What follows belongs to an exercise in optimizing a design on an open flow for small area, a short achievable clock period and few clock cycles; a production flow would make more cautious choices.
In this exercise RTL edits were held to simulation tests only and were not proved equivalent to the original.
Power and IR drop assume default switching activity.

## flow/design.v

```verilog
module pvc_sram_exerciser (
    input  wire        clk,
    input  wire        rst,
    input  wire        start,
    input  wire [2:0]  cfg_sel,
    input  wire        cfg_rw,
    input  wire        cfg_ret,
    input  wire        cfg_siz,
    output wire        busy,
    output wire        done,
    output wire        fault,
    output wire [3:0]  fault_code,
    output wire        verdict_fail,
    output reg  [31:0] fail_count,
    output wire        ev_valid,
    output wire [2:0]  ev_kind,
    output wire [31:0] ev_data,
    input  wire        ev_ready,
    input  wire        rsp_valid,
    input  wire [2:0]  rsp_nsym,
    input  wire        rsp_z,
    input  wire [7:0]  rsp_byte,
    input  wire [2:0]  rec_idx,
    output wire        rec_addr_valid,
    output wire [19:0] rec_addr,
    output wire [7:0]  rec_label,
    output reg  [1:0]  rec_kind,
    output reg  [7:0]  rec_expect,
    output wire [7:0]  rec_act_val,
    output wire [7:0]  rec_act_zmask
);
    localparam [2:0] EV_XACT = 3'd1;
    localparam [2:0] EV_TRS  = 3'd2;
    localparam [2:0] EV_IND  = 3'd3;
    localparam [7:0] NEEDLE = 8'hA5;
    localparam [2:0] PH_TRS = 3'd0;
    localparam [2:0] PH_FLT = 3'd1;
    localparam [2:0] PH_SZ0 = 3'd2;    
    localparam [2:0] PH_SZN = 3'd3;    
    localparam [2:0] PH_SZR = 3'd4;    
    localparam [2:0] PH_SW  = 3'd5;    
    localparam [2:0] PH_RET = 3'd6;    
    localparam [2:0] PH_VRD = 3'd7;
    reg        run_q, done_q, fault_q;
    reg        fcode_q;                
    reg        wt;                     
    reg [2:0]  phase;
    reg [1:0]  step;
    reg [2:0]  pat;
    reg        ind;
    reg [18:0] addr;
    reg [2:0]  sel_r;
    reg        rw_r, ret_r, siz_r;
    reg [2:0]  plab;
    reg        full;
    reg [2:0]  rec_l_q [0:7];
    reg [3:0]  rec_h_q [0:7];     
    reg        rec_i_q [0:7];     
    reg        rec_z_q [0:7];
    reg [7:0]  rec_v_q [0:7];
    reg [18:0] rec_a_q [0:7];
    function [7:0] pat_val;
        input [2:0] p;
        begin
            case (p)
                3'd0: pat_val = 8'hAA;
                3'd1: pat_val = 8'h55;
                3'd2: pat_val = 8'hF0;
                3'd3: pat_val = 8'h0F;
                3'd4: pat_val = 8'hCC;
                3'd5: pat_val = 8'h33;
                3'd6: pat_val = 8'hFF;
                default: pat_val = 8'h00;
            endcase
        end
    endfunction
    wire has_cs2 = ~sel_r[2] & ~sel_r[0];           
    wire m13 = |sel_r;                              
    wire m15 = sel_r[2] | sel_r[1];                 
    wire m17 = sel_r[2] | (sel_r[1] & sel_r[0]);    
    wire m18 = sel_r[2];                            
    wire [18:0] amask = {m18, m17, m15, m15, m13, m13, 13'h1FFF};
    wire at_last = &(addr | ~amask);
    wire a_hi0   = ~|addr[18:7];
    wire a_lo127 = &addr[6:0];
    wire [18:0] addr_inc = (addr + 19'd1) & amask;
    wire is_ind  = (phase == PH_SW) && (step == 2'd0);
    wire is_xact = (phase != PH_TRS) && (phase != PH_VRD) && !is_ind;
    wire nz      = full | (|fail_count[2:0]);
    reg [2:0]  lab;
    always @(*) begin
        case (phase)
            PH_FLT:  lab = {1'b0, step} + 3'd1;
            PH_SZR:  lab = 3'd4;
            PH_SW:   lab = (step == 2'd2) ? 3'd5 : (step == 2'd3) ? 3'd6 : 3'd0;
            PH_RET:  lab = 3'd7;
            default: lab = 3'd0;
        endcase
    end
    pvc_ev_dec u_ev_dec (
        .phase(phase), .step(step), .pat(pat), .ind(ind), .addr(addr),
        .has_cs2(has_cs2), .nz(nz), .ev_kind(ev_kind), .ev_data(ev_data)
    );
    wire rsp_one = rsp_valid && (rsp_nsym == 3'd1);
    wire rsp_bad = wt && rsp_valid && (rsp_nsym != 3'd1);
    assign ev_valid = run_q && (!wt || (rsp_one && phase != PH_VRD));
    wire   adv      = ev_valid && ev_ready;
    assign busy  = run_q;
    assign done  = done_q;
    assign fault = fault_q;
    assign fault_code   = {fcode_q, 2'b11, fcode_q};
    assign verdict_fail = nz;
    wire [7:0] pv = pat_val(pat);
    reg mm;
    always @(*) begin
        case (plab)
            3'd4:        mm = !rsp_z && (rsp_byte == NEEDLE);
            3'd6, 3'd7:  mm = rsp_z || (rsp_byte != pv);
            default:     mm = !rsp_z;
        endcase
    end
    wire fire   = wt && rsp_one && (plab != 3'd0) && mm;
    wire sat    = &fail_count;
    wire rec_we = fire && !full;
    wire        dec   = plab[2] & (plab[1] | ~plab[0]);
    wire [18:0] raddr = (addr - {18'd0, dec}) & amask;
    always @(posedge clk) begin
        if (rst) begin
            run_q   <= 1'b0;
            done_q  <= 1'b0;
            fault_q <= 1'b0;
            wt      <= 1'b0;
        end else if (!run_q) begin
            if (start && !fault_q) begin
                done_q <= 1'b0;
                if (cfg_sel > 3'd4) begin
                    fault_q <= 1'b1;
                    fcode_q <= 1'b0;
                end else begin
                    run_q <= 1'b1;
                end
            end
        end else begin
            if (rsp_bad) begin
                run_q   <= 1'b0;
                wt      <= 1'b0;
                fault_q <= 1'b1;
                fcode_q <= 1'b1;
            end else if (adv) begin
                wt <= is_xact;
                if (phase == PH_VRD) begin
                    run_q  <= 1'b0;
                    done_q <= 1'b1;
                end
            end else if (rsp_valid) begin
                wt <= 1'b0;
            end
        end
    end
    always @(posedge clk) begin
        if (!run_q) begin
            if (start) begin
                sel_r <= cfg_sel;
                rw_r  <= cfg_rw;
                ret_r <= cfg_ret;
                siz_r <= cfg_siz;
                phase <= PH_TRS;
                step  <= 2'd0;
                pat   <= 3'd7;
                ind   <= 1'b0;
                addr  <= 19'd0;
            end
        end else if (adv) begin
            plab <= lab;
            case (phase)
                PH_TRS, PH_FLT: begin
                    if (phase == PH_TRS && has_cs2) begin
                        phase <= PH_FLT;
                        step  <= 2'd0;
                    end else if (phase == PH_FLT && step != 2'd2) begin
                        step <= step + 2'd1;
                    end else begin
                        step <= 2'd0;
                        if (siz_r)     phase <= PH_SZ0;
                        else if (rw_r) phase <= PH_SW;
                        else           phase <= PH_VRD;
                    end
                end
                PH_SZ0: begin
                    step <= ~step;
                    if (step[0]) begin
                        addr <= addr_inc;
                        if (at_last) phase <= PH_SZN;
                    end
                end
                PH_SZN: begin
                    step <= ~step;
                    if (step[0]) begin
                        phase <= PH_SZR;
                        addr  <= addr_inc;
                    end
                end
                PH_SZR: begin
                    addr <= addr_inc;
                    if (at_last) begin
                        step  <= 2'd0;
                        phase <= rw_r ? PH_SW : PH_VRD;
                    end
                end
                PH_SW: begin
                    case (step)
                        2'd0: begin
                            step <= 2'd1;
                            ind  <= ~ind;
                            if (a_hi0) pat <= pat + 3'd1;
                        end
                        2'd1, 2'd2: step <= step + 2'd1;
                        default: begin
                            addr <= addr_inc;
                            if (at_last) begin
                                step <= 2'd0;
                                if (ret_r)             phase <= PH_RET;
                                else if (pat == 3'd7)  phase <= PH_VRD;
                            end else begin
                                step <= a_lo127 ? 2'd0 : 2'd1;
                            end
                        end
                    endcase
                end
                PH_RET: begin
                    addr <= addr_inc;
                    if (at_last) begin
                        step  <= 2'd0;
                        phase <= (pat == 3'd7) ? PH_VRD : PH_SW;
                    end
                end
                default: ;
            endcase
        end
    end
    wire [31:0] fc_ones;    
    assign fc_ones[0] = 1'b1;
    genvar g;
    generate
        for (g = 1; g < 32; g = g + 1) begin : g_ones
            assign fc_ones[g] = fc_ones[g-1] & fail_count[g-1];
        end
    endgenerate
    wire inc = fire && !sat;
    wire clr = !run_q && start;
    always @(posedge clk) begin
        fail_count <= clr ? 32'd0 : fail_count ^ (fc_ones & {32{inc}});
        full       <= !clr && (full || (inc && fc_ones[3]));
    end
    wire [7:0] w_exp = (plab == 3'd4) ? NEEDLE :
                       (plab[2] & plab[1]) ? pv : 8'd0;
    wire       w_inv = w_exp[7:4] != w_exp[3:0];
    always @(posedge clk) begin
        if (run_q && rec_we) begin
            rec_l_q[fail_count[2:0]] <= plab;
            rec_h_q[fail_count[2:0]] <= w_exp[7:4];
            rec_i_q[fail_count[2:0]] <= w_inv;
            rec_z_q[fail_count[2:0]] <= rsp_z;
            rec_v_q[fail_count[2:0]] <= rsp_byte & {8{~rsp_z}};
            rec_a_q[fail_count[2:0]] <= raddr;
        end
    end
    wire [8*9-1:0]  rb_flat;
    wire [8*14-1:0] ra_flat;
    wire [8*13-1:0] rc_flat;
    genvar r;
    generate
        for (r = 0; r < 8; r = r + 1) begin : g_rec
            assign rb_flat[9*r +: 9]   = {rec_l_q[r], rec_h_q[r], rec_i_q[r], rec_z_q[r]};
            assign ra_flat[14*r +: 14] = {rec_v_q[r], rec_a_q[r][18:13]};
            assign rc_flat[13*r +: 13] = rec_a_q[r][12:0];
        end
    endgenerate
    wire [7:0]  sel_b, sel_a, sel_c;
    wire [8:0]  rb_q;
    wire [13:0] ra_hi;
    wire [12:0] ra_lo;
    pvc_sel_dec u_sel_b (.idx(rec_idx), .sel(sel_b));
    pvc_sel_dec u_sel_a (.idx(rec_idx), .sel(sel_a));
    pvc_sel_dec u_sel_c (.idx(rec_idx), .sel(sel_c));
    pvc_rec_mux #(.W(9))  u_mux_b (.sel(sel_b), .d(rb_flat), .q(rb_q));
    pvc_rec_mux #(.W(14)) u_mux_a (.sel(sel_a), .d(ra_flat), .q(ra_hi));
    pvc_rec_mux #(.W(13)) u_mux_c (.sel(sel_c), .d(rc_flat), .q(ra_lo));
    wire [26:0] ra_q = {ra_hi, ra_lo};
    wire [2:0] r_l = rb_q[8:6];
    wire [3:0] r_h = rb_q[5:2];
    wire       r_i = rb_q[1];
    assign rec_label      = {5'd0, r_l};
    assign rec_addr_valid = r_l[2];
    assign rec_addr       = {1'b0, ra_q[18:0]};
    assign rec_act_val    = ra_q[26:19];
    assign rec_act_zmask  = {8{rb_q[0]}};
    always @(*) begin
        rec_kind[1] = r_l[2] & ~r_l[1] & ~r_l[0];      
        rec_kind[0] = ~r_l[2] | (~r_l[1] & r_l[0]);    
        rec_expect  = {r_h, r_h ^ {4{r_i}}};
    end
endmodule
module pvc_sel_dec (
    input  wire [2:0] idx,
    output wire [7:0] sel
);
    assign sel = 8'd1 << idx;
endmodule
module pvc_rec_mux #(
    parameter W = 1
) (
    input  wire [7:0]     sel,
    input  wire [8*W-1:0] d,
    output wire [W-1:0]   q
);
    reg [W-1:0] acc;
    integer k;
    always @(*) begin
        acc = {W{1'b0}};
        for (k = 0; k < 8; k = k + 1)
            acc = acc | (d[W*k +: W] & {W{sel[k]}});
    end
    assign q = acc;
endmodule
module pvc_ev_dec (
    input  wire [2:0]  phase,
    input  wire [1:0]  step,
    input  wire [2:0]  pat,
    input  wire        ind,
    input  wire [18:0] addr,
    input  wire        has_cs2,
    input  wire        nz,
    output reg  [2:0]  ev_kind,
    output wire [31:0] ev_data
);
    reg        c_we, c_oe, c_cs1, c_cs2;
    reg [7:0]  d_out;
    reg [7:0]  pv;
    wire is_ind = (phase == 3'd5) && (step == 2'd0);
    always @(*) begin
        case (pat)
            3'd0: pv = 8'hAA;
            3'd1: pv = 8'h55;
            3'd2: pv = 8'hF0;
            3'd3: pv = 8'h0F;
            3'd4: pv = 8'hCC;
            3'd5: pv = 8'h33;
            3'd6: pv = 8'hFF;
            default: pv = 8'h00;
        endcase
    end
    always @(*) begin
        c_we = 1'b0; c_oe = 1'b0; c_cs1 = 1'b0; c_cs2 = 1'b0;
        d_out = 8'd0;
        ev_kind = 3'd1;
        case (phase)
            3'd0: ev_kind = 3'd2;                        
            3'd1: begin                                  
                c_we = 1'b1; c_cs1 = (step != 2'd2); c_cs2 = (step != 2'd0);
            end
            3'd2, 3'd3: begin                            
                if (step[0]) begin
                    c_we = 1'b1; c_oe = 1'b1; c_cs1 = 1'b1; c_cs2 = 1'b1;
                end else begin
                    c_oe = 1'b1;
                    d_out = (phase == 3'd3) ? 8'hA5 : 8'd0;
                end
            end
            3'd5: begin                                  
                case (step)
                    2'd0: begin
                        ev_kind = 3'd3;
                        d_out = {7'd0, ~ind};
                    end
                    2'd1: begin
                        c_oe = 1'b1;
                        d_out = pv;
                    end
                    2'd2: begin
                        c_we = 1'b1; c_oe = 1'b1; c_cs1 = 1'b1; c_cs2 = 1'b1;
                    end
                    default: c_we = 1'b1;
                endcase
            end
            3'd4, 3'd6: c_we = 1'b1;                     
            default: ev_kind = {2'b10, nz};              
        endcase
    end
    assign ev_data = {c_we, c_oe, c_cs1, c_cs2 & has_cs2, 1'b0,
                      addr[18:7] & {12{~is_ind}}, addr[6:0], d_out};
endmodule
```

## flow/flow/run.sh

```bash
#!/bin/bash
# The standard layout, with plain buffers (buf_1) on the ports instead of
# the delay buffers buffer_ports picks by default. make's full output goes
# to standard.log in the work folder.
set -euo pipefail
export BUFFER_PORTS_ARGS="-buffer_cell sky130_fd_sc_hd__buf_1"
bash standard.sh finish > standard.log 2>&1
```

## flow/standard.sh

```bash
#!/bin/bash
# synth_recipe.tcl (not shown) runs the flow's synth.tcl, then flattens the netlist and writes it again
# the make line also repeats each setting of config.mk as NAME=value (left out here)
make -C /OpenROAD-flow-scripts/flow DESIGN_CONFIG=/design/flow/config.mk WORK_HOME=/design/flow/orfs CLKGATE_MAP_FILE= SYNTH_SCRIPT=/design/flow/synth_recipe.tcl "${@:-finish}"
```

## flow/config.mk

```make
export PLATFORM = sky130hd
export DESIGN_NAME = pvc_sram_exerciser
export DESIGN_NICKNAME = pvc_sram_exerciser
export VERILOG_FILES = /design/flow/design.v
export SDC_FILE = /design/flow/constraint.sdc
export NUM_CORES = 4
export LEC_CHECK = 0
export CAP_MARGIN = 20
export CORE_MARGIN = 2
export CORE_UTILIZATION = 70
export CTS_BUF_LIST = sky130_fd_sc_hd__clkbuf_16
export CTS_CLUSTER_DIAMETER = 100
export CTS_CLUSTER_SIZE = 25
export SETUP_SLACK_MARGIN = 1.6
export SLEW_MARGIN = 20
export SYNTH_HIERARCHICAL = 1
```

## flow/constraint.sdc

```tcl
create_clock -name core_clock -period 5.0 [get_ports {clk}]
set_input_delay 1.0000 -clock core_clock [delete_from_list [all_inputs] [get_ports {clk}]]
set_output_delay 1.0000 -clock core_clock [all_outputs]
set_load 0.01 [all_outputs]
```

==> impl_metrics.ini, run 1 <==
[outcome]
status = no timing/DRC/antenna violations

[logic_synthesis]
synth_top_family_by_area = simple AND/OR/NAND/NOR gates
synth-xor-area-share_pct = 2.55
synth_simple_gate_area_share_pct = 13.6
synth-adder-area-share_pct = 1.55
muxShareOfSynthArea_pct = 0.248
synth_edf_count = 326
synth_seq_cells = 363
syn_inst = 1244
synth_compound_area_share_pct = 12.2
async_reset_ff_share_pct = 0
ys_seq_area_share_pct = 65.2
synth_area_per_cell_um2 = 13.0
synthesis.area_mm2 = 0.0161
yosysWarnings = 11
ys.flop_type = edfxtp_1
synth.distinct_cells = 71

[timing]
fmaxAchievable_mhz = 297
slew_viol_final = 0
fin_skew_ns = 0.0157
tightest_slew_ns = 1.00
finalCritPeriodShare_pct = 67.2
worst_hold_slack_ns = 0.480
slew_headroom_pct = 32.4
setup_viol = 0
tns_ns = 0
period_needed_ns = 3.36
finalHoldViolCount = 0
rsz0062_at_grt = yes

[placed_design]
dpl.hpwl_mm = 23.1
globalplace.congestion = 0.841
port_buffers = 147
dpl_cell_area_mm2 = 0.0167

[grt]
grt_pass1_vias = 9906
grt_antenna_before_repair = 0
track_usage_pct = 30.4
grt_max_degree = 41
grt_pass1_wl_mm = 56.3
gr-total-overflow = 0

[floorplan]
die_width_um = 156
core-area_mm2 = 0.0226
die_area_mm2 = 0.0243
io_pins = 157
rows = 55
start_util_pct = 71.3
die_y_um = 156

[clock_tree]
cts_buffers = 18
root_buffer = clkbuf_16
cts_sinks = 363
insertion_delay_ns = 0.52
htreeDepth = 1
clk_pin_slew_worst_paths_ns = 0.09
holdBufCountCts = 0
cts_tree = done
clockBufferDepth = 3

[run]
maxCapViolCount = 0

[setup_path]
worstSetupEndpointType = primary output
crit_type = input pin to primary output
cp_max_fo = 26
critical_path_required_ns = 4.00
cp-start-kind = input pin
cp_data_arrival_time_ns = 2.36

[finish]
fin_nets = 1410
final_util_pct = 77.3
num_antenna_cells = 0
design_area_mm2 = 0.0175
nFillCells = 1447
drive_gt1_share_pct = 8.65
register_area_mm2 = 0.0105
area_growth_pct = 8.41
multi_input_area_mm2 = 0.00511

[route]
wl_per_cell_um = 22.6
vias = 10873
drc_errors = 0
ant_nets = 0
drt-total-wl_mm = 37.5
firstDrtPassIters = 5
drt-initial-drc-count = 1078
vias_per_cell = 6.55

[power_and_ir_drop]
max-vdd-ir-drop_mv = 0.280
finalPower_w = 0.00564
p_leak_nw = 5.68
power_density_mw_per_mm2 = 322

[min_path]
hold_class = flop to flop
## cells in the final DEF, fill, tap and decap left out, types with 26 or more instances in the layout
cell type,synthesis,final
a21oi_1,51,49
a22oi_1,145,143
buf_1,1,139
dfxtp_1,37,36
edfxtp_1,326,326
inv_1,34,45
nand2_1,62,62
nand3_1,29,29
nand4_1,44,44
nor2_1,72,69
nor3_1,28,26
o21ai_0,34,33
or3_1,27,27
## cell usage after synthesis, drive strengths merged (4+ instances only)
master / instances / share of area (%)
edfxtp: 326 / 61
a22oi: 145 / 6.7
nor2: 73 / 1.7
buf: 66 / 3.3
nand2: 62 / 1.4
a21oi: 51 / 1.6
nand4: 45 / 1.8
o21ai: 45 / 1.4
dfxtp: 37 / 4.6
inv: 35 / 0.81
nand3: 30 / 0.96
nor3: 29 / 0.93
or3: 27 / 1.0
xor2: 25 / 1.4
clkbuf: 23 / 0.53
and2: 22 / 0.85
xnor2: 22 / 1.2
ha: 20 / 1.5
and3: 17 / 0.68
nor3b: 13 / 0.60
nor2b: 12 / 0.46
nor4: 11 / 0.43
a31oi: 10 / 0.39
and3b: 10 / 0.61
nand2b: 9 / 0.35
o211ai: 7 / 0.33
or4: 7 / 0.35
or2: 6 / 0.25
and4: 5 / 0.27
nand3b: 5 / 0.23
o31ai: 5 / 0.23
mux2i: 4 / 0.25
## metal layers
layer  up-vias  routed length (um)  track usage (%)
met1      5319               15800             44.7
li1       5004                   -                -
met4         0                 676             7.21
met5         -                   0                0
met3        41                3230             4.75
met2       509               17800             48.7
## modules after synthesis (local to each module, per instance), excerpt
module	cells	cell area, um^2
pvc_ev_dec	82	541
pvc_sel_dec	8	65.1
pvc_sram_exerciser	934	13900
## path summary, 6_finish.rpt
kind | slack [ns] | start | cells after the start | endpoint
worst max register to register | 1.77 | pat[0]$_SDFFCE_PN1P_ | 11 | rec_a_q[4][10]$_DFFE_PP_
worst max-delay path | 1.64 | rec_idx[2] | 7 | rec_expect[1]
worst min-delay path | 0.48 | fail_count[15]$_SDFF_PP0_ | 2 | fail_count[15]$_SDFF_PP0_
worst min register to register | 0.48 | fail_count[15]$_SDFF_PP0_ | 2 | fail_count[15]$_SDFF_PP0_
## critical path, stage by stage
cell	delay [ns]
buf_6	0.16
and3b_2	0.31
a22oi_1	0.19
nand4_1	0.17
buf_4	0.20
xor2_1	0.16
clkbuf_2	0.15
## flip-flops by register name, indices dropped and copies added, names as in the netlist, 3 cells and up
register / flops
rec_a_q: 152
addr: 19
plab: 3
sel_r: 3
rec_l_q: 24
rec_v_q: 64
phase: 3
rec_h_q: 32
rec_i_q: 8
fail_count: 32
pat: 3
rec_z_q: 8
## layout make-up
| cell class | instances | share of cell area [%] |
|---|---|---|
| Tap cell | 285 | 2.04 |
| Clock buffer | 19 | 2.72 |
| Timing Repair Buffer | 178 | 4.78 |
| Inverter | 35 | 0.751 |
| Sequential cell | 363 | 60.2 |
| Multi-Input combinational cell | 768 | 29.2 |
| Clock inverter | 13 | 0.336 |
## what timing repair did
item,4_1_cts,5_1_grt
hold endpoints to repair,0,0
resized for setup,19,30
pin swaps,4,3
buffers inserted,4,3
gates cloned,3,2
endpoints found under the setup margin,346,324
## cells by family after synthesis
| group | count (synthesis) |
|---|---|
| and+or+nand+nor | 392 |
| AOI/OAI and AO/OA | 291 |
| buffers and inverters | 124 |
| muxes | 4 |
| other | 3 |
| DFF | 363 |
| adders and majority gates | 20 |
| xor gates and xnor gates | 47 |
## per-stage QoR
stage,std cells,worst slack [ns]
after floorplan,1250,1.40
after global placement,1616,1.03
after detailed placement,1616,0.919
after CTS,1655,1.60
after global routing,1661,1.58
final,1661,1.64
## report_power, final
group	internal, W	total (W)	switching (W)
Combinational	0.000196	0.000589	0.000393
Clock	0.000700	0.00161	0.000909
Sequential	0.00338	0.00345	0.0000711
Testbench counts, summed over its fixed seeds: cycles 1,723,440.
==> run 2: changes to the inputs <==
--- a/flow/config.mk
+++ b/flow/config.mk
@@ -9,8 +9,8 @@
 export CORE_MARGIN = 2
 export CORE_UTILIZATION = 70
 export CTS_BUF_LIST = sky130_fd_sc_hd__clkbuf_16
-export CTS_CLUSTER_DIAMETER = 100
-export CTS_CLUSTER_SIZE = 25
+export CTS_CLUSTER_DIAMETER = 120
+export CTS_CLUSTER_SIZE = 30
 export SETUP_SLACK_MARGIN = 1.6
 export SLEW_MARGIN = 20
 export SYNTH_HIERARCHICAL = 1
==> impl_metrics.ini, run 2 <==
[outcome]
status = no timing/DRC/antenna violations

[logic_synthesis]
yosysTopAreaCellShare_pct = 60.6
synthTopCellsByCount = edfxtp_1 (326), a22oi_1 (145), nor2_1 (72), nand2_1 (62), a21oi_1 (51)
ys.flop_type = edfxtp_1
synth_seq_cells = 363
synth_area_leader_cell = edfxtp_1
synth.distinct_cells = 71
ys_top_cells_by_area = edfxtp_1 (61%), a22oi_1 (6.7%), dfxtp_1 (4.6%)
syn_inst = 1244
yosysWarnings = 11
synthesis.area_mm2 = 0.0161
synth_area_per_cell_um2 = 13.0
async_reset_ff_share_pct = 0
yosysMostFrequentCell = edfxtp_1
ys_seq_area_share_pct = 65.2
synth_edf_count = 326

[min_path]
min_path_cells = 2
hold_class = flop to flop

[route]
wl_per_cell_um = 23.0
drc_errors = 0
vias = 11057
ant_nets = 0
vias_per_cell = 6.64
firstDrtPassIters = 5
drt-initial-drc-count = 1255
drt-total-wl_mm = 38.2

[timing]
tightest_slew_ns = 0.963
tns_ns = 0
rsz0062_at_grt = yes
fin_skew_ns = 0.0428
setup_viol = 0
finalHoldViolCount = 0
fmaxAchievable_mhz = 286
finalCritPeriodShare_pct = 69.9
slew_viol_final = 0
slew_headroom_pct = 35.8
period_needed_ns = 3.50

[clock_tree]
cts_buffers = 16
insertion_delay_ns = 0.52
cts_tree = done
clockBufferDepth = 3
holdBufCountCts = 0
cts_sinks = 363
htreeDepth = 1
clk_pin_slew_worst_paths_ns = 0.11
root_buffer = clkbuf_16

[finish]
final_cell_mix = edfxtp_1 (326), buf_1 (139), a22oi_1 (138)
fin_nets = 1415
area_growth_pct = 9.14
drive_gt1_share_pct = 9.43
final_common_cell = edfxtp_1
largest_reg_flops = 152
num_antenna_cells = 0

[grt]
gr-total-overflow = 0
grt_pass1_vias = 9929
grt_max_degree = 41
grt_pass1_wl_mm = 56.0
grt_antenna_before_repair = 1
track_usage_pct = 30.2

[floorplan]
rows = 55
core-area_mm2 = 0.0226
die_y_um = 156
die_width_um = 156
start_util_pct = 71.3
die_area_mm2 = 0.0243
io_pins = 157

[run]
maxCapViolCount = 0

[power_and_ir_drop]
max-vdd-ir-drop_mv = 0.313
p_leak_nw = 5.72
power_density_mw_per_mm2 = 316
finalPower_w = 0.00558

[setup_path]
worstRegToRegCells = 11
cp_num_cells = 6
critPathMaxStageDelay_ns = 0.36
cp_max_fo = 27
cp-start-kind = input pin
crit_slowest_cell = nor3b_4
critical_path_required_ns = 4.00
cp_num_buf_inv = 2
critical-path-top-delay-family = simple AND/OR/NAND/NOR gates
path_cells = buf_12, and3b_2, a22oi_1, nand4_1, nor3b_4, buf_2
worstSetupEndpointType = primary output
cp_data_arrival_time_ns = 2.50
crit_type = input pin to primary output

[placed_design]
port_buffers = 147
dpl.hpwl_mm = 23.1
globalplace.congestion = 0.841
run 2: path summary, 6_finish.rpt:
check                            start  slack (ns)                        end
max                         rec_idx[0]        1.50                rec_kind[1]
min          fail_count[15]$_SDFF_PP0_        0.48  fail_count[15]$_SDFF_PP0_
max reg2reg       pat[2]$_SDFFCE_PN1P_        1.70    rec_v_q[0][1]$_DFFE_PP_
min reg2reg  fail_count[15]$_SDFF_PP0_        0.48  fail_count[15]$_SDFF_PP0_
run 2: logic make-up (layout without fill, tap and decap cells):
group | count (synthesis) | after routing | synth area share [%]
flip-flops | 363 | 363 | 65.2
multiplexers | 4 | 4 | 0.248
adder cells (fa/ha/maj) | 20 | 20 | 1.55
AO/OA/AOI/OAI | 291 | 291 | 12.2
buffers and inverters | 124 | 247 | 4.61
XOR/XNOR | 47 | 47 | 2.55
other | 3 | 9 | 0.0697
AND/OR/NAND/NOR | 392 | 398 | 13.6
run 2: layout make-up:
class                   instances  area (um^2)
flip-flops and latches        363        10500
clock inverters                11         67.6
clock buffers                  17          425
inverters                      35          131
fillers                      1423         5020
well taps                     285          357
multi-input cells             769         5170
repair buffers                184          935
run 2: timing repair:
action,CTS,global route
setup buffers,6,4
endpoints found under the setup margin,346,319
gates resized for setup,21,46
cloned,4,5
pin swaps,8,5
run 2: metrics by stage:
step | instance area, um^2 | hold slack, ns | std cells | utilization (%) | setup slack (ns)
after floorplan | 16200 | 0.477 | 1250 | - | 1.40
after global placement | 16700 | 0.448 | 1616 | 73.8 | 1.03
after detailed placement | 16700 | 0.462 | 1616 | 73.8 | 0.919
after CTS | 17300 | 0.479 | 1654 | 76.6 | 1.57
after global routing | 17600 | 0.509 | 1664 | 77.8 | 1.49
final | 17600 | 0.478 | 1664 | 77.8 | 1.50
run 2: where the power goes:
part	leakage [nW]	switching [W]	internal [W]
clock network	0.274	0.000886	0.000637
logic	2.18	0.000400	0.000207
registers	3.27	0.0000711	0.00338
total	5.72	0.00136	0.00422
run 2: layer usage:
| metal | routed length, um | up-vias | GRT usage [%] |
|---|---|---|---|
| met4 | 1040 | 2 | 7.43 |
| met1 | 15500 | 5381 | 44.7 |
| met5 | 13 | - | 0 |
| met2 | 18000 | 582 | 47.8 |
| met3 | 3680 | 68 | 4.78 |
| li1 | - | 5024 | - |
run 2: modules after synthesis, one instance, submodules excluded, excerpt:
module              cells  flip-flops and latches
pvc_sram_exerciser    934                     363
pvc_ev_dec             82                       0
pvc_sel_dec             8                       0
run 2: worst reg2reg max path, stage by stage (launching register included):
cell      delay [ns]
edfxtp_1        0.69
inv_1           0.10
ha_1            0.25
a21boi_1        0.17
o21ai_1         0.10
o31ai_2         0.10
xor2_1          0.16
a31oi_1         0.27
o21ai_2         0.08
buf_4           0.23
nor2_4          0.22
and3_2          0.57
==> run 3: changes to the inputs <==
--- a/flow/config.mk
+++ b/flow/config.mk
@@ -8,9 +8,9 @@
 export CAP_MARGIN = 20
 export CORE_MARGIN = 2
 export CORE_UTILIZATION = 70
-export CTS_BUF_LIST = sky130_fd_sc_hd__clkbuf_16
-export CTS_CLUSTER_DIAMETER = 120
-export CTS_CLUSTER_SIZE = 30
+export CTS_BUF_LIST = sky130_fd_sc_hd__clkbuf_8
+export CTS_CLUSTER_DIAMETER = 60
+export CTS_CLUSTER_SIZE = 18
 export SETUP_SLACK_MARGIN = 1.6
 export SLEW_MARGIN = 20
 export SYNTH_HIERARCHICAL = 1
==> impl_metrics.ini, run 3 <==
[setup_path]
cp-start-kind = input pin
worstSetupEndpointType = primary output
crit_type = input pin to primary output
critical_path_required_ns = 4.00
path_cells = buf_6, and3b_2, buf_4, a22oi_1, nand4_1, xor2_1, clkbuf_2
critPathMaxStageDelay_ns = 0.29
crit_slowest_cell = and3b_2
cp_data_arrival_time_ns = 2.40
worstRegToRegCells = 11
worstReg2RegStart = pat[0]$_SDFFCE_PN1P_
rrSetupSlack_ns = 1.70
r2r-end = rec_v_q[0][0]$_DFFE_PP_
cp_max_fo = 26

[logic_synthesis]
ys.flop_type = edfxtp_1
synth_seq_cells = 363
synthTopCellsByCount = edfxtp_1 (326), a22oi_1 (145), nor2_1 (72), nand2_1 (62), a21oi_1 (51)
yosysWarnings = 11
synth_area_leader_cell = edfxtp_1
yosysTopAreaCellShare_pct = 60.6
ys_seq_area_share_pct = 65.2
synth_area_per_cell_um2 = 13.0
ys_top_cells_by_area = edfxtp_1 (61%), a22oi_1 (6.7%), dfxtp_1 (4.6%)
synth_edf_count = 326
async_reset_ff_share_pct = 0
yosysMostFrequentCell = edfxtp_1
synthesis.area_mm2 = 0.0161
syn_inst = 1244
synth.distinct_cells = 71

[clock_tree]
clockBufferDepth = 3
root_buffer = clkbuf_8
holdBufCountCts = 0
insertion_delay_ns = 0.60
clk_pin_slew_worst_paths_ns = 0.10
cts_sinks = 363
cts_buffers = 27
cts_tree = done
htreeDepth = 1

[route]
wl_per_cell_um = 22.2
firstDrtPassIters = 5
ant_nets = 0
vias_per_cell = 6.51
drc_errors = 0
drt-initial-drc-count = 1146
vias = 11005
drt-total-wl_mm = 37.6

[finish]
design_area_mm2 = 0.0176
fin_nets = 1432
final_util_pct = 77.9
largest_reg_flops = 152
multi_input_area_mm2 = 0.00512
drive_gt1_share_pct = 10.7
area_growth_pct = 9.20
final_common_cell = edfxtp_1
num_antenna_cells = 0
register_area_mm2 = 0.0105
layout.cells.non_filler = 1691
nFillCells = 1420
final_cell_mix = edfxtp_1 (326), a22oi_1 (141), buf_1 (139)

[power_and_ir_drop]
power_density_mw_per_mm2 = 321
max-vdd-ir-drop_mv = 0.243
p_leak_nw = 5.76

[placed_design]
dp.cells = 1616
dpl.hpwl_mm = 23.1
dp_slack_ns = 0.919
port_buffers = 147
globalplace.congestion = 0.841
dpl_cell_area_mm2 = 0.0167

[timing]
tns_ns = 0
fin_skew_ns = 0.0431
setup_ws_ns = 1.60
fmaxAchievable_mhz = 295
finalHoldViolCount = 0
slew_viol_final = 0
setup_viol = 0
slew_headroom_pct = 33.8
finalCritPeriodShare_pct = 67.9
tightest_slew_ns = 0.983
rsz0062_at_grt = yes
period_needed_ns = 3.40

[grt]
met3_usage_pct = 5.19
track_usage_pct = 30.0
top_usage_layer = met2
grt_antenna_before_repair = 0
grt_pass1_vias = 9949
met2_usage_pct = 47.8
gr-total-overflow = 0
grt_max_degree = 41
use_met1_pct = 44.5
grt_pass1_wl_mm = 55.8

[floorplan]
rows = 55
core-area_mm2 = 0.0226
io_pins = 157
die_width_um = 156
die_area_mm2 = 0.0243
start_util_pct = 71.3
die_y_um = 156

[run]
maxCapViolCount = 0

[min_path]
whs_endpoint = fail_count[15]$_SDFF_PP0_
hold_class = flop to flop
min_path_cells = 2
hp-start = fail_count[15]$_SDFF_PP0_

[outcome]
status = no timing/DRC/antenna violations
==> run 3: cell count changes in the layout (fill, tap and decap cells not counted), moves of 3 or more <==
| cell | change |
|---|---|
| a22oi_2 | -3 |
| clkbuf_16 | -18 |
| buf_4 | +11 |
| a22oi_1 | +3 |
| inv_6 | +3 |
| nor3b_1 | +3 |
| clkinv_4 | +3 |
| clkbuf_8 | +27 |
| clkbuf_2 | -3 |
| buf_2 | +3 |
==> run 3: stage by stage <==
stage               total power (W)  hold slack, ns
finish                      0.00565           0.476
global route                0.00584           0.508
CTS                         0.00563           0.477
detailed placement          0.00407           0.462
global placement            0.00406           0.448
floorplan                   0.00391           0.477
==> run 3: per-layer routing <==
| metal | share of wire [%] | vias to the layer above |
|---|---|---|
| met5 | 0 | - |
| met4 | 1.9 | 0 |
| met3 | 9.3 | 59 |
| met2 | 47 | 556 |
| met1 | 42 | 5337 |
| li1 | - | 5053 |
==> run 3: modules after synthesis (local to each module, per instance), a selection <==
module,times used,cell area (um^2),cells inside,flip-flops and latches
pvc_ev_dec,1,541,82,0
pvc_sram_exerciser,1,13900,934,363
pvc_sel_dec,3,65.1,8,0
==> run 3: worst max-delay path by stage <==
stage / from / end / slack, ns
3_5_place_dp: rsp_z / rec_a_q[1][4]$_DFFE_PP_ / 0.92
6_report: rec_idx[2] / rec_expect[2] / 1.60
4_1_cts: fail_count[1]$_SDFF_PP0_ / ev_kind[0] / 1.57
5_1_grt: pat[0]$_SDFFCE_PN1P_ / rec_a_q[0][14]$_DFFE_PP_ / 1.53
2_1_floorplan: rsp_byte[7] / rec_a_q[4][0]$_DFFE_PP_ / 1.40
3_3_place_gp: rsp_z / rec_a_q[1][4]$_DFFE_PP_ / 1.03
==> run 3: what timing repair did <==
action                                  CTS  global route
endpoints found under the setup margin  346           328
cloned                                    3             2
endpoints found under the hold margin     0             0
buffers inserted                          4            16
resized for setup                        18            33
pin swaps                                 4            11
==> run 3: cell type report <==
type	count	share of cell area, %
timing repair buffer	191	5.27
clock buffer	27	2.11
multi-input combinational	768	29.0
tap	285	2.02
inverter	35	0.745
clock inverter	22	1.09
sequential	363	59.7
==> run 3: power by group <==
group,internal (W),switching [W],leakage [nW]
logic,0.000206,0.000401,2.17
registers,0.00338,0.0000651,3.27
clock network,0.000643,0.000963,0.326
==> run 3: worst max-delay path, delay by kind of cell <==
| kind | cells | cell delay, ns |
|---|---|---|
| xor gates and xnor gates | 1 | 0.21 |
| buffers and inverters | 3 | 0.43 |
| and+or+nand+nor | 2 | 0.54 |
| AOI/OAI and AO/OA | 1 | 0.20 |
==> run 3: logic make-up (layout without fill, tap and decap cells) <==
logic type,Yosys count,in the layout,share of synthesized area (%)
DFF,363,363,65.2
buffers and inverters,124,275,4.61
adders and majority gates,20,20,1.55
other,3,9,0.0697
muxes,4,4,0.248
and+or+nand+nor,392,397,13.6
xor gates and xnor gates,47,47,2.55
AOI/OAI and AO/OA,291,291,12.2
==> run 4: changes to the inputs <==
--- a/flow/config.mk
+++ b/flow/config.mk
@@ -8,9 +8,9 @@
 export CAP_MARGIN = 20
 export CORE_MARGIN = 2
 export CORE_UTILIZATION = 70
-export CTS_BUF_LIST = sky130_fd_sc_hd__clkbuf_8
-export CTS_CLUSTER_DIAMETER = 60
-export CTS_CLUSTER_SIZE = 18
-export SETUP_SLACK_MARGIN = 1.6
+export CTS_BUF_LIST = sky130_fd_sc_hd__clkbuf_16
+export CTS_CLUSTER_DIAMETER = 100
+export CTS_CLUSTER_SIZE = 25
+export SETUP_SLACK_MARGIN = 1.55
 export SLEW_MARGIN = 20
 export SYNTH_HIERARCHICAL = 1
==> impl_metrics.ini, run 4 <==
[finish]
nFillCells = 1448
area_growth_pct = 8.31
register_area_mm2 = 0.0105
design_area_mm2 = 0.0175
num_antenna_cells = 0
multi_input_area_mm2 = 0.00503
final_cell_mix = edfxtp_1 (326), a22oi_1 (144), buf_1 (141)
largest_reg_flops = 152
final_util_pct = 77.2
final_common_cell = edfxtp_1
drive_gt1_share_pct = 8.26
fin_nets = 1414

[timing]
finalHoldViolCount = 0
fmaxAchievable_mhz = 297
slew_headroom_pct = 36.4
rsz0062_at_grt = no
slew_viol_final = 0
fin_skew_ns = 0.0166
setup_viol = 0
period_needed_ns = 3.37
finalCritPeriodShare_pct = 67.4
tightest_slew_ns = 0.943
tns_ns = 0
setup_ws_ns = 1.63

[grt]
track_usage_pct = 29.7
grt_antenna_before_repair = 0
grt_max_degree = 41
gr-total-overflow = 0
grt_pass1_vias = 9969
grt_pass1_wl_mm = 55.5

[placed_design]
dpl.hpwl_mm = 23.1
port_buffers = 147
dpl_cell_area_mm2 = 0.0167
globalplace.congestion = 0.860
dp_slack_ns = 0.927

[power_and_ir_drop]
p_switching_w = 0.00135
power_density_mw_per_mm2 = 322
p_sw_share_pct = 24.0
p_seq_share_pct = 61.2
max-vdd-ir-drop_mv = 0.262
share_comb_of_total_power_pct = 10.5
p_leak_nw = 5.69
power.internal_w = 0.00427
clkPwrFrac_pct = 28.3
finalPower_w = 0.00562

[logic_synthesis]
synth_area_leader_cell = edfxtp_1
syn_inst = 1244
synth_seq_cells = 363
ys.flop_type = edfxtp_1
synthesis.area_mm2 = 0.0161
yosysMostFrequentCell = edfxtp_1
synth_edf_count = 326
yosysTopAreaCellShare_pct = 60.6
ys_top_cells_by_area = edfxtp_1 (61%), a22oi_1 (6.7%), dfxtp_1 (4.6%)
yosysWarnings = 11
ys_seq_area_share_pct = 65.2
synth_area_per_cell_um2 = 13.0
synthTopCellsByCount = edfxtp_1 (326), a22oi_1 (145), nor2_1 (72), nand2_1 (62), a21oi_1 (51)
async_reset_ff_share_pct = 0
synth.distinct_cells = 71

[floorplan]
start_util_pct = 71.3
die_width_um = 156
die_area_mm2 = 0.0243
core-area_mm2 = 0.0226
rows = 55
die_y_um = 156
io_pins = 157

[clock_tree]
clockBufferDepth = 3
insertion_delay_ns = 0.52
htreeDepth = 1
holdBufCountCts = 0
cts_buffers = 18
root_buffer = clkbuf_16
clk_pin_slew_worst_paths_ns = 0.09
cts_sinks = 363
cts_tree = done

[route]
firstDrtPassIters = 7
wl_per_cell_um = 22.2
ant_nets = 0
drc_errors = 0
vias = 10994
vias_per_cell = 6.60
drt-initial-drc-count = 1053
drt-total-wl_mm = 37.0

[setup_path]
critical_path_required_ns = 4.00
cp_max_fo = 25
crit_type = input pin to primary output
cp-start-kind = input pin
cp_data_arrival_time_ns = 2.37
worstSetupEndpointType = primary output

[run]
maxCapViolCount = 0

[min_path]
hold_class = flop to flop

[outcome]
status = no timing/DRC/antenna violations
-- run 4: critical path, stage by stage --
cell and delay [ns]:
buf_6 0.15, nor3b_2 0.16, buf_4 0.18, a22oi_1 0.18, nand4_1 0.26, nor3b_1 0.25
buf_1 0.18
-- run 4: repair_timing --
action / in CTS / in global routing
pin swaps: 2 / 2
setup endpoints to repair: 355 / 335
setup buffers: 4 / 8
gates resized for setup: 15 / 23
cloned: 0 / 2
-- run 4: power by group through the flow --
stage          clock (W)  combinational [W]  sequential (W)
2_1_floorplan          0           0.000430         0.00347
3_3_place_gp           0           0.000542         0.00351
3_5_place_dp           0           0.000557         0.00351
4_1_cts          0.00161           0.000567         0.00344
5_1_grt          0.00171           0.000649         0.00345
6_report         0.00159           0.000591         0.00344
-- run 4: worst paths after layout --
check        slack [ns]                        end                       from  cells after the start
max                1.63                rec_kind[1]                 rec_idx[2]                      7
min                0.47  fail_count[15]$_SDFF_PP0_  fail_count[15]$_SDFF_PP0_                      2
max reg2reg        1.70       rec_z_q[0]$_DFFE_PP_       pat[0]$_SDFFCE_PN1P_                     10
min reg2reg        0.47  fail_count[15]$_SDFF_PP0_  fail_count[15]$_SDFF_PP0_                      2
-- run 4: area by class of cell --
type / count / area share (%)
sequential: 363 / 60.2
clock inverter: 13 / 0.329
clock buffer: 19 / 2.72
inverter: 35 / 0.751
tap: 285 / 2.04
multi-input combinational: 765 / 28.8
timing repair buffer: 185 / 5.17
-- run 4: per-stage QoR --
stage	cells	hold WS, ns
detailed placement	1619	0.461
finish	1665	0.469
global placement	1619	0.451
CTS	1655	0.471
floorplan	1250	0.477
global route	1665	0.505
-- run 4: modules after synthesis (local to each module, per instance), a selection --
module	times used	area (um^2)
pvc_sram_exerciser	1	13900
pvc_sel_dec	3	65.1
pvc_ev_dec	1	541
-- run 4: logic make-up (layout without fill, tap and decap cells) --
group	count (synthesis)	in the layout	synth area share, %
compound gates	291	291	12.2
xor+xnor	47	47	2.55
fa+ha+maj	20	20	1.55
buf+inv	124	252	4.61
flops	363	363	65.2
mux	4	4	0.248
other cells	3	9	0.0697
simple gates	392	394	13.6
-- run 4: layer usage --
metal	vias to the layer above	wire length [um]	GRT usage, %
li1	5012	-	-
met1	5407	15600	44.5
met2	544	17500	47.8
met3	31	3500	3.94
met4	0	438	5.85
met5	-	0	0
==> run 5: changes to the inputs <==
==> flow/flow/run.sh (replaced) <==
#!/bin/bash
# The standard layout, with plain buffers (buf_1) on the ports instead of
# the delay buffers buffer_ports picks by default, and timing repair free to
# change a cell's footprint. make's full output goes to standard.log in the
# work folder.
set -euo pipefail
export BUFFER_PORTS_ARGS="-buffer_cell sky130_fd_sc_hd__buf_1"
bash standard.sh MATCH_CELL_FOOTPRINT=0 finish > standard.log 2>&1
--- a/flow/config.mk
+++ b/flow/config.mk
@@ -11,6 +11,6 @@
 export CTS_BUF_LIST = sky130_fd_sc_hd__clkbuf_16
 export CTS_CLUSTER_DIAMETER = 100
 export CTS_CLUSTER_SIZE = 25
-export SETUP_SLACK_MARGIN = 1.55
+export SETUP_SLACK_MARGIN = 1.6
 export SLEW_MARGIN = 20
 export SYNTH_HIERARCHICAL = 1
==> impl_metrics.ini, run 5 <==
[power_and_ir_drop]
p_sw_share_pct = 24.3
clkPwrFrac_pct = 28.5
share_comb_of_total_power_pct = 10.5
p_switching_w = 0.00137
p_leak_nw = 5.72
power_density_mw_per_mm2 = 321
power.internal_w = 0.00427
p_seq_share_pct = 61.0
max-vdd-ir-drop_mv = 0.278

[clock_tree]
cts_tree = done
htreeDepth = 1
clk_pin_slew_worst_paths_ns = 0.10
insertion_delay_ns = 0.53
holdBufCountCts = 0
cts_buffers = 18
clockBufferDepth = 3
root_buffer = clkbuf_16
cts_sinks = 363

[timing]
tightest_slew_ns = 1.01
finalHoldViolCount = 0
tns_ns = 0
period_needed_ns = 3.43
finalCritPeriodShare_pct = 68.6
fmaxAchievable_mhz = 292
slew_headroom_pct = 32.2
fin_skew_ns = 0.0166
slew_viol_final = 0
setup_viol = 0
rsz0062_at_grt = yes

[grt]
grt_pass1_vias = 9962
grt_max_degree = 41
track_usage_pct = 30.5
grt_antenna_before_repair = 0
gr-total-overflow = 0
grt_pass1_wl_mm = 56.5

[finish]
register_area_mm2 = 0.0105
largest_reg_flops = 152
layout.cells.non_filler = 1668
multi_input_area_mm2 = 0.00514
drive_gt1_share_pct = 8.89
final_util_pct = 77.8
nFillCells = 1420
area_growth_pct = 9.05
final_cell_mix = edfxtp_1 (326), a22oi_1 (142), buf_1 (142)
design_area_mm2 = 0.0176
num_antenna_cells = 0
final_common_cell = edfxtp_1
fin_nets = 1417

[logic_synthesis]
ys_top_cells_by_area = edfxtp_1 (61%), a22oi_1 (6.7%), dfxtp_1 (4.6%)
synthesis.area_mm2 = 0.0161
async_reset_ff_share_pct = 0
synth_area_per_cell_um2 = 13.0
yosysTopAreaCellShare_pct = 60.6
synth_area_leader_cell = edfxtp_1
synth_seq_cells = 363
ys.flop_type = edfxtp_1
synth.distinct_cells = 71
synth_edf_count = 326
synthTopCellsByCount = edfxtp_1 (326), a22oi_1 (145), nor2_1 (72), nand2_1 (62), a21oi_1 (51)
syn_inst = 1244
yosysMostFrequentCell = edfxtp_1
ys_seq_area_share_pct = 65.2
yosysWarnings = 11

[placed_design]
dpl_cell_area_mm2 = 0.0167
globalplace.congestion = 0.841
dpl.hpwl_mm = 23.1
port_buffers = 147
dp.cells = 1616

[floorplan]
io_pins = 157
die_area_mm2 = 0.0243
start_util_pct = 71.3
die_width_um = 156
die_y_um = 156
rows = 55
core-area_mm2 = 0.0226

[setup_path]
cp-start-kind = input pin
cp_data_arrival_time_ns = 2.43
worstSetupEndpointType = primary output
crit_start = rec_idx[1]
cp_max_fo = 27
critical_path_required_ns = 4.00
worstReg2RegStart = plab[1]$_DFFE_PP_
crit_type = input pin to primary output

[route]
ant_nets = 0
vias = 11026
drt-total-wl_mm = 37.9
vias_per_cell = 6.61
firstDrtPassIters = 6
drc_errors = 0
wl_per_cell_um = 22.7
drt-initial-drc-count = 1102

[outcome]
status = no timing/DRC/antenna violations

[min_path]
hold_class = flop to flop
hp-start = fail_count[15]$_SDFF_PP0_

[run]
maxCapViolCount = 0
-- run 5: modules after synthesis (local to each module, per instance), excerpt --
module | copies in the design | cells
pvc_sram_exerciser | 1 | 934
pvc_ev_dec | 1 | 82
pvc_sel_dec | 3 | 8
-- run 5: layout make-up --
type                       instances  share of cell area, %
multi-input combinational        769                   29.2
tap                              285                   2.03
clock buffer                      19                   2.70
sequential                       363                   59.8
clock inverter                    13                  0.334
inverter                          35                  0.746
timing repair buffer             184                   5.20
-- run 5: through the flow --
step | hold slack, ns | power [W] | setup WS [ns]
after floorplan | 0.477 | 0.00391 | 1.40
after global placement | 0.448 | 0.00406 | 1.03
after detailed placement | 0.462 | 0.00407 | 0.919
after CTS | 0.476 | 0.00563 | 1.60
after global routing | 0.507 | 0.00581 | 1.51
final | 0.480 | 0.00565 | 1.57
-- run 5: cells by family after synthesis --
family	share of synthesized area, %
other	0.0697
buffers and inverters	4.61
AO/OA/AOI/OAI	12.2
adder cells (fa/ha/maj)	1.55
multiplexers	0.248
AND/OR/NAND/NOR	13.6
XOR/XNOR	2.55
flip-flops	65.2
-- run 5: routing by layer --
metal | wire length, um | vias up | share of wire, % | track usage [%]
met4 | 959 | 0 | 2.5 | 7.56
li1 | - | 5027 | - | -
met2 | 17700 | 541 | 47 | 48.8
met5 | 0 | - | 0 | 0
met1 | 15700 | 5403 | 42 | 44.7
met3 | 3500 | 55 | 9.2 | 4.83
-- run 5: critical path: stages --
cell,delay (ns)
buf_8,0.14
nor3b_1,0.14
buf_4,0.18
a22oi_1,0.32
nand4_1,0.39
buf_1,0.24
-- run 5: worst paths after layout --
| kind | to | slack [ns] | depth (start not counted) |
|---|---|---|---|
| max | rec_act_zmask[5] | 1.57 | 6 |
| min | fail_count[15]$_SDFF_PP0_ | 0.48 | 2 |
| max reg2reg | rec_a_q[7][4]$_DFFE_PP_ | 1.74 | 8 |
| min reg2reg | fail_count[15]$_SDFF_PP0_ | 0.48 | 2 |
-- run 5: power by group through the flow --
stage                     logic, W  registers [W]  clock network, W
after floorplan           0.000431        0.00347                 0
after global placement    0.000540        0.00352                 0
after detailed placement  0.000553        0.00352                 0
after CTS                 0.000567        0.00345           0.00162
after global routing      0.000649        0.00346           0.00170
final                     0.000594        0.00345           0.00161
-- run 5: what timing repair did --
| item | CTS | global route |
|---|---|---|
| hold endpoints to repair | 0 | 0 |
| endpoints found under the setup margin | 346 | 334 |
| setup buffers | 5 | 7 |
| pin swaps | 6 | 3 |
| gates cloned | 5 | 2 |
| resized for setup | 24 | 37 |
==> run 6: changes to the inputs <==
--- a/flow/design.v
+++ b/flow/design.v
@@ -13,7 +13,7 @@
     output wire        verdict_fail,
     output reg  [31:0] fail_count,
     output wire        ev_valid,
-    output wire [2:0]  ev_kind,
+    output reg  [2:0]  ev_kind,
     output wire [31:0] ev_data,
     input  wire        ev_ready,
     input  wire        rsp_valid,
@@ -87,20 +87,61 @@
     wire is_ind  = (phase == PH_SW) && (step == 2'd0);
     wire is_xact = (phase != PH_TRS) && (phase != PH_VRD) && !is_ind;
     wire nz      = full | (|fail_count[2:0]);
+    reg        c_we, c_oe, c_cs1, c_cs2;
+    reg [7:0]  d_out;
     reg [2:0]  lab;
     always @(*) begin
+        c_we = 1'b0; c_oe = 1'b0; c_cs1 = 1'b0; c_cs2 = 1'b0;
+        d_out = 8'd0;
+        lab = 3'd0;
+        ev_kind = EV_XACT;
         case (phase)
-            PH_FLT:  lab = {1'b0, step} + 3'd1;
-            PH_SZR:  lab = 3'd4;
-            PH_SW:   lab = (step == 2'd2) ? 3'd5 : (step == 2'd3) ? 3'd6 : 3'd0;
-            PH_RET:  lab = 3'd7;
-            default: lab = 3'd0;
+            PH_TRS: ev_kind = EV_TRS;
+            PH_FLT: begin
+                c_we = 1'b1; c_cs1 = (step != 2'd2); c_cs2 = (step != 2'd0);
+                lab = {1'b0, step} + 3'd1;
+            end
+            PH_SZ0, PH_SZN: begin
+                if (step[0]) begin
+                    c_we = 1'b1; c_oe = 1'b1; c_cs1 = 1'b1; c_cs2 = 1'b1;
+                end else begin
+                    c_oe = 1'b1;
+                    d_out = (phase == PH_SZN) ? NEEDLE : 8'd0;
+                end
+            end
+            PH_SZR: begin
+                c_we = 1'b1;
+                lab = 3'd4;
+            end
+            PH_SW: begin
+                case (step)
+                    2'd0: begin
+                        ev_kind = EV_IND;
+                        d_out = {7'd0, ~ind};
+                    end
+                    2'd1: begin
+                        c_oe = 1'b1;
+                        d_out = pat_val(pat);
+                    end
+                    2'd2: begin
+                        c_we = 1'b1; c_oe = 1'b1; c_cs1 = 1'b1; c_cs2 = 1'b1;
+                        lab = 3'd5;
+                    end
+                    default: begin
+                        c_we = 1'b1;
+                        lab = 3'd6;
+                    end
+                endcase
+            end
+            PH_RET: begin
+                c_we = 1'b1;
+                lab = 3'd7;
+            end
+            default: ev_kind = {2'b10, nz};      
         endcase
     end
-    pvc_ev_dec u_ev_dec (
-        .phase(phase), .step(step), .pat(pat), .ind(ind), .addr(addr),
-        .has_cs2(has_cs2), .nz(nz), .ev_kind(ev_kind), .ev_data(ev_data)
-    );
+    assign ev_data = {c_we, c_oe, c_cs1, c_cs2 & has_cs2, 1'b0,
+                      addr[18:7] & {12{~is_ind}}, addr[6:0], d_out};
     wire rsp_one = rsp_valid && (rsp_nsym == 3'd1);
     wire rsp_bad = wt && rsp_valid && (rsp_nsym != 3'd1);
     assign ev_valid = run_q && (!wt || (rsp_one && phase != PH_VRD));
@@ -266,27 +307,21 @@
         end
     end
     wire [8*9-1:0]  rb_flat;
-    wire [8*14-1:0] ra_flat;
-    wire [8*13-1:0] rc_flat;
+    wire [8*27-1:0] ra_flat;
     genvar r;
     generate
         for (r = 0; r < 8; r = r + 1) begin : g_rec
             assign rb_flat[9*r +: 9]   = {rec_l_q[r], rec_h_q[r], rec_i_q[r], rec_z_q[r]};
-            assign ra_flat[14*r +: 14] = {rec_v_q[r], rec_a_q[r][18:13]};
-            assign rc_flat[13*r +: 13] = rec_a_q[r][12:0];
+            assign ra_flat[27*r +: 27] = {rec_v_q[r], rec_a_q[r]};
         end
     endgenerate
-    wire [7:0]  sel_b, sel_a, sel_c;
+    wire [7:0]  sel_b, sel_a;
     wire [8:0]  rb_q;
-    wire [13:0] ra_hi;
-    wire [12:0] ra_lo;
+    wire [26:0] ra_q;
     pvc_sel_dec u_sel_b (.idx(rec_idx), .sel(sel_b));
     pvc_sel_dec u_sel_a (.idx(rec_idx), .sel(sel_a));
-    pvc_sel_dec u_sel_c (.idx(rec_idx), .sel(sel_c));
     pvc_rec_mux #(.W(9))  u_mux_b (.sel(sel_b), .d(rb_flat), .q(rb_q));
-    pvc_rec_mux #(.W(14)) u_mux_a (.sel(sel_a), .d(ra_flat), .q(ra_hi));
-    pvc_rec_mux #(.W(13)) u_mux_c (.sel(sel_c), .d(rc_flat), .q(ra_lo));
-    wire [26:0] ra_q = {ra_hi, ra_lo};
+    pvc_rec_mux #(.W(27)) u_mux_a (.sel(sel_a), .d(ra_flat), .q(ra_q));
     wire [2:0] r_l = rb_q[8:6];
     wire [3:0] r_h = rb_q[5:2];
     wire       r_i = rb_q[1];
@@ -323,70 +358,3 @@
     end
     assign q = acc;
 endmodule
-module pvc_ev_dec (
-    input  wire [2:0]  phase,
-    input  wire [1:0]  step,
-    input  wire [2:0]  pat,
-    input  wire        ind,
-    input  wire [18:0] addr,
-    input  wire        has_cs2,
-    input  wire        nz,
-    output reg  [2:0]  ev_kind,
-    output wire [31:0] ev_data
-);
-    reg        c_we, c_oe, c_cs1, c_cs2;
-    reg [7:0]  d_out;
-    reg [7:0]  pv;
-    wire is_ind = (phase == 3'd5) && (step == 2'd0);
-    always @(*) begin
-        case (pat)
-            3'd0: pv = 8'hAA;
-            3'd1: pv = 8'h55;
-            3'd2: pv = 8'hF0;
-            3'd3: pv = 8'h0F;
-            3'd4: pv = 8'hCC;
-            3'd5: pv = 8'h33;
-            3'd6: pv = 8'hFF;
-            default: pv = 8'h00;
-        endcase
-    end
-    always @(*) begin
-        c_we = 1'b0; c_oe = 1'b0; c_cs1 = 1'b0; c_cs2 = 1'b0;
-        d_out = 8'd0;
-        ev_kind = 3'd1;
-        case (phase)
-            3'd0: ev_kind = 3'd2;                        
-            3'd1: begin                                  
-                c_we = 1'b1; c_cs1 = (step != 2'd2); c_cs2 = (step != 2'd0);
-            end
-            3'd2, 3'd3: begin                            
-                if (step[0]) begin
-                    c_we = 1'b1; c_oe = 1'b1; c_cs1 = 1'b1; c_cs2 = 1'b1;
-                end else begin
-                    c_oe = 1'b1;
-                    d_out = (phase == 3'd3) ? 8'hA5 : 8'd0;
-                end
-            end
-            3'd5: begin                                  
-                case (step)
-                    2'd0: begin
-                        ev_kind = 3'd3;
-                        d_out = {7'd0, ~ind};
-                    end
-                    2'd1: begin
-                        c_oe = 1'b1;
-                        d_out = pv;
-                    end
-                    2'd2: begin
-                        c_we = 1'b1; c_oe = 1'b1; c_cs1 = 1'b1; c_cs2 = 1'b1;
-                    end
-                    default: c_we = 1'b1;
-                endcase
-            end
-            3'd4, 3'd6: c_we = 1'b1;                     
-            default: ev_kind = {2'b10, nz};              
-        endcase
-    end
-    assign ev_data = {c_we, c_oe, c_cs1, c_cs2 & has_cs2, 1'b0,
-                      addr[18:7] & {12{~is_ind}}, addr[6:0], d_out};
-endmodule
==> flow/flow/run.sh (replaced) <==
#!/bin/bash
# The standard layout, with plain buffers (buf_1) on the ports instead of
# the delay buffers buffer_ports picks by default. make's full output goes
# to standard.log in the work folder.
set -euo pipefail
export BUFFER_PORTS_ARGS="-buffer_cell sky130_fd_sc_hd__buf_1"
bash standard.sh finish > standard.log 2>&1
--- a/flow/config.mk
+++ b/flow/config.mk
@@ -11,6 +11,6 @@
 export CTS_BUF_LIST = sky130_fd_sc_hd__clkbuf_16
 export CTS_CLUSTER_DIAMETER = 100
 export CTS_CLUSTER_SIZE = 25
-export SETUP_SLACK_MARGIN = 1.6
+export SETUP_SLACK_MARGIN = 1.5
 export SLEW_MARGIN = 20
 export SYNTH_HIERARCHICAL = 1
==> impl_metrics.ini, run 6 <==
[outcome]
status = no timing/DRC/antenna violations

[finish]
drive_gt1_share_pct = 8.98
area_growth_pct = 7.76
largest_reg_flops = 152
final_common_cell = edfxtp_1
multi_input_area_mm2 = 0.00499
fin_nets = 1377
nFillCells = 1471
register_area_mm2 = 0.0105
final_util_pct = 76.8
num_antenna_cells = 0
final_cell_mix = edfxtp_1 (326), a22oi_1 (146), buf_1 (143)

[timing]
setup_viol = 0
fmaxAchievable_mhz = 290
slew_viol_final = 0
tightest_slew_ns = 0.955
finalHoldViolCount = 0
period_needed_ns = 3.45
finalCritPeriodShare_pct = 68.9
fin_skew_ns = 0.0162
tns_ns = 0
slew_headroom_pct = 35.6
rsz0062_at_grt = no

[clock_tree]
htreeDepth = 1
clk_pin_slew_worst_paths_ns = 0.10
holdBufCountCts = 0
root_buffer = clkbuf_16
clockBufferDepth = 3
cts_sinks = 363
cts_buffers = 18
cts_tree = done
insertion_delay_ns = 0.53

[logic_synthesis]
yosysWarnings = 9
ys.flop_type = edfxtp_1
ys_top_cells_by_area = edfxtp_1 (61%), a22oi_1 (6.8%), dfxtp_1 (4.6%)
yosysTopAreaCellShare_pct = 60.7
synth_seq_cells = 363
synth_edf_count = 326
ys_seq_area_share_pct = 65.3
synth_area_leader_cell = edfxtp_1
synth.distinct_cells = 74
synth_area_per_cell_um2 = 13.2
synthTopCellsByCount = edfxtp_1 (326), a22oi_1 (146), nand4_1 (62), nor2_1 (62)
synthesis.area_mm2 = 0.0161
async_reset_ff_share_pct = 0
syn_inst = 1221
yosysMostFrequentCell = edfxtp_1

[run]
maxCapViolCount = 0

[min_path]
hold_class = flop to flop

[power_and_ir_drop]
p_leak_nw = 5.47
finalPower_w = 0.00563
power_density_mw_per_mm2 = 324
max-vdd-ir-drop_mv = 0.218

[grt]
track_usage_pct = 31.2
grt_max_degree = 37
grt_pass1_vias = 10187
grt_antenna_before_repair = 4
grt_pass1_wl_mm = 57.7
gr-total-overflow = 0

[route]
wl_per_cell_um = 23.9
ant_nets = 0
firstDrtPassIters = 5
drc_errors = 0
vias = 11015
drt-total-wl_mm = 38.8
drt-initial-drc-count = 1438
vias_per_cell = 6.79

[setup_path]
worstSetupEndpointType = primary output
crit_type = input pin to primary output
critPathMaxStageDelay_ns = 0.66
crit_slowest_cell = and3b_4
cp_max_fo = 27
critical_path_required_ns = 4.00
cp-start-kind = input pin
cp_data_arrival_time_ns = 2.45
path_cells = clkbuf_4, and3b_4, a22oi_1, nand4_1, buf_1

[floorplan]
die_area_mm2 = 0.0243
die_width_um = 156
start_util_pct = 71.3
rows = 55
io_pins = 157
die_y_um = 156
core-area_mm2 = 0.0226

[placed_design]
dpl.hpwl_mm = 22.5
globalplace.congestion = 0.879
port_buffers = 147
==> run 6: cell count changes after synthesis, sizes merged, moves of 6 or more <==
cell	before	now
nand4	45	62
nand2	62	49
nor2	73	62
inv	35	25
clkbuf	23	32
xnor2	22	13
buf	66	74
nor3	29	22
nor3b	13	7
==> run 6: cell families (layout without fill, tap and decap cells) <==
| kind of cell | Yosys count | count (layout) | synth area share, % |
|---|---|---|---|
| AOI/OAI and AO/OA | 293 | 293 | 12.5 |
| buffers and inverters | 131 | 237 | 5.46 |
| and+or+nand+nor | 369 | 372 | 12.9 |
| adders and majority gates | 19 | 19 | 1.46 |
| xor gates and xnor gates | 43 | 43 | 2.33 |
| muxes | 1 | 1 | 0.0621 |
| other | 2 | 9 | 0.0466 |
| DFF | 363 | 363 | 65.3 |
==> run 6: path summary, 6_finish.rpt <==
kind	start	endpoint	slack (ns)	cells after the start
setup / recovery	rec_idx[0]	rec_addr[13]	1.55	5
hold / removal	done_q$_SDFFE_PP0P_	done_q$_SDFFE_PP0P_	0.46	2
setup reg to reg	pat[0]$_SDFFCE_PN1P_	rec_l_q[0][1]$_DFFE_PP_	1.58	10
hold reg to reg	done_q$_SDFFE_PP0P_	done_q$_SDFFE_PP0P_	0.46	2
==> run 6: Yosys stat by module (local to each module, per instance), excerpt <==
module              cell area (um^2)  cells inside  copies in the design  flip-flops and latches
pvc_sel_dec                     65.1             8                     2                       0
pvc_sram_exerciser             14300           993                     1                     363
==> run 6: timing repair <==
| item | 4_1_cts | 5_1_grt |
|---|---|---|
| resized for setup | 20 | 15 |
| gates cloned | 2 | 1 |
| setup buffers | 7 | 13 |
| endpoints found under the setup margin | 328 | 316 |
| pin swaps | 3 | 4 |
==> run 6: layout make-up <==
cell class	instances	area share (%)
Multi-Input combinational cell	737	28.7
Timing Repair Buffer	188	5.27
Clock inverter	6	0.273
Inverter	25	0.540
Sequential cell	363	60.6
Tap cell	285	2.05
Clock buffer	18	2.59
==> run 6: critical path, delay by kind of cell <==
kind            cells  cell delay, ns
compound gates      1            0.17
simple gates        2            0.87
buf+inv             2            0.38
==> run 6: metrics by stage <==
stage                     instances  setup slack (ns)  cell area (um^2)  hold slack [ns]
after floorplan                1228             0.965             16300            0.457
final                          1622              1.55             17400            0.458
after global routing           1622              1.46             17400            0.500
after CTS                      1608              1.52             17200            0.464
after global placement         1575             0.972             16600            0.438
after detailed placement       1575             0.913             16600            0.449
==> run 6: layer usage <==
metal | track usage (%) | vias up | share of wire (%) | routed length, um
met1 | 48.0 | 5404 | 41 | 16100
met5 | 0 | - | 0 | 0
met3 | 4.17 | 72 | 9.4 | 3650
li1 | - | 4921 | - | -
met2 | 47.6 | 618 | 47 | 18100
met4 | 8.78 | 0 | 2.4 | 944
==> run 6: power by group <==
group / internal, W / total [W] / switching (W) / leakage (nW)
registers: 0.00338 / 0.00345 / 0.0000743 / 3.26
clock network: 0.000665 / 0.00157 / 0.000908 / 0.257
logic: 0.000197 / 0.000604 / 0.000407 / 1.96
Testbench counts of run 6, summed over its fixed seeds: cycles 1,723,440.

==> re-timing with driven ports <==
The results above use ideal ports. As a check the final layouts listed here were re-extracted and re-timed, cells and wires unchanged.
Step 1 sets driving cells, clkbuf_16 on the clock port and buf_2 on the other inputs (assumed; they add their load-dependent delay and slew).
Step 2 moves the port delays by t, midway between the first and last clock arrival at a register: inputs arrive t later, outputs are due t later. That takes back most of the time a late clock gives input paths.
Slacks: no drivers / after step 1 / after step 2; pairs: no drivers / after step 1.
run | t, ns | setup slack, ns | worst hold slack (ns) | worst setup path at the end | worst slew at a driven data input, ns
run 1 | 0.566 | 1.638 / 1.585 / 1.409 | 0.480 / 0.480 / 0.480 | input to register | 0.06
run 2 | 0.550 | 1.504 / 1.420 / 1.393 | 0.478 / 0.478 / 0.478 | input to register | 0.15
run 3 | 0.627 | 1.605 / 1.546 / 1.160 | 0.476 / 0.476 / 0.476 | input to register | 0.07
run 4 | 0.565 | 1.631 / 1.592 / 1.391 | 0.469 / 0.469 / 0.469 | input to register | 0.05
run 5 | 0.567 | 1.570 / 1.515 / 1.406 | 0.480 / 0.480 / 0.480 | input to register | 0.07
run 6 | 0.562 | 1.554 / 1.531 / 1.237 | 0.458 / 0.458 / 0.458 | input to register | 0.06
After both steps setup and hold are still met in every run listed. The setup slack of run 3, which loses most, moves by -0.059 ns with the drivers and by -0.445 ns with both steps.
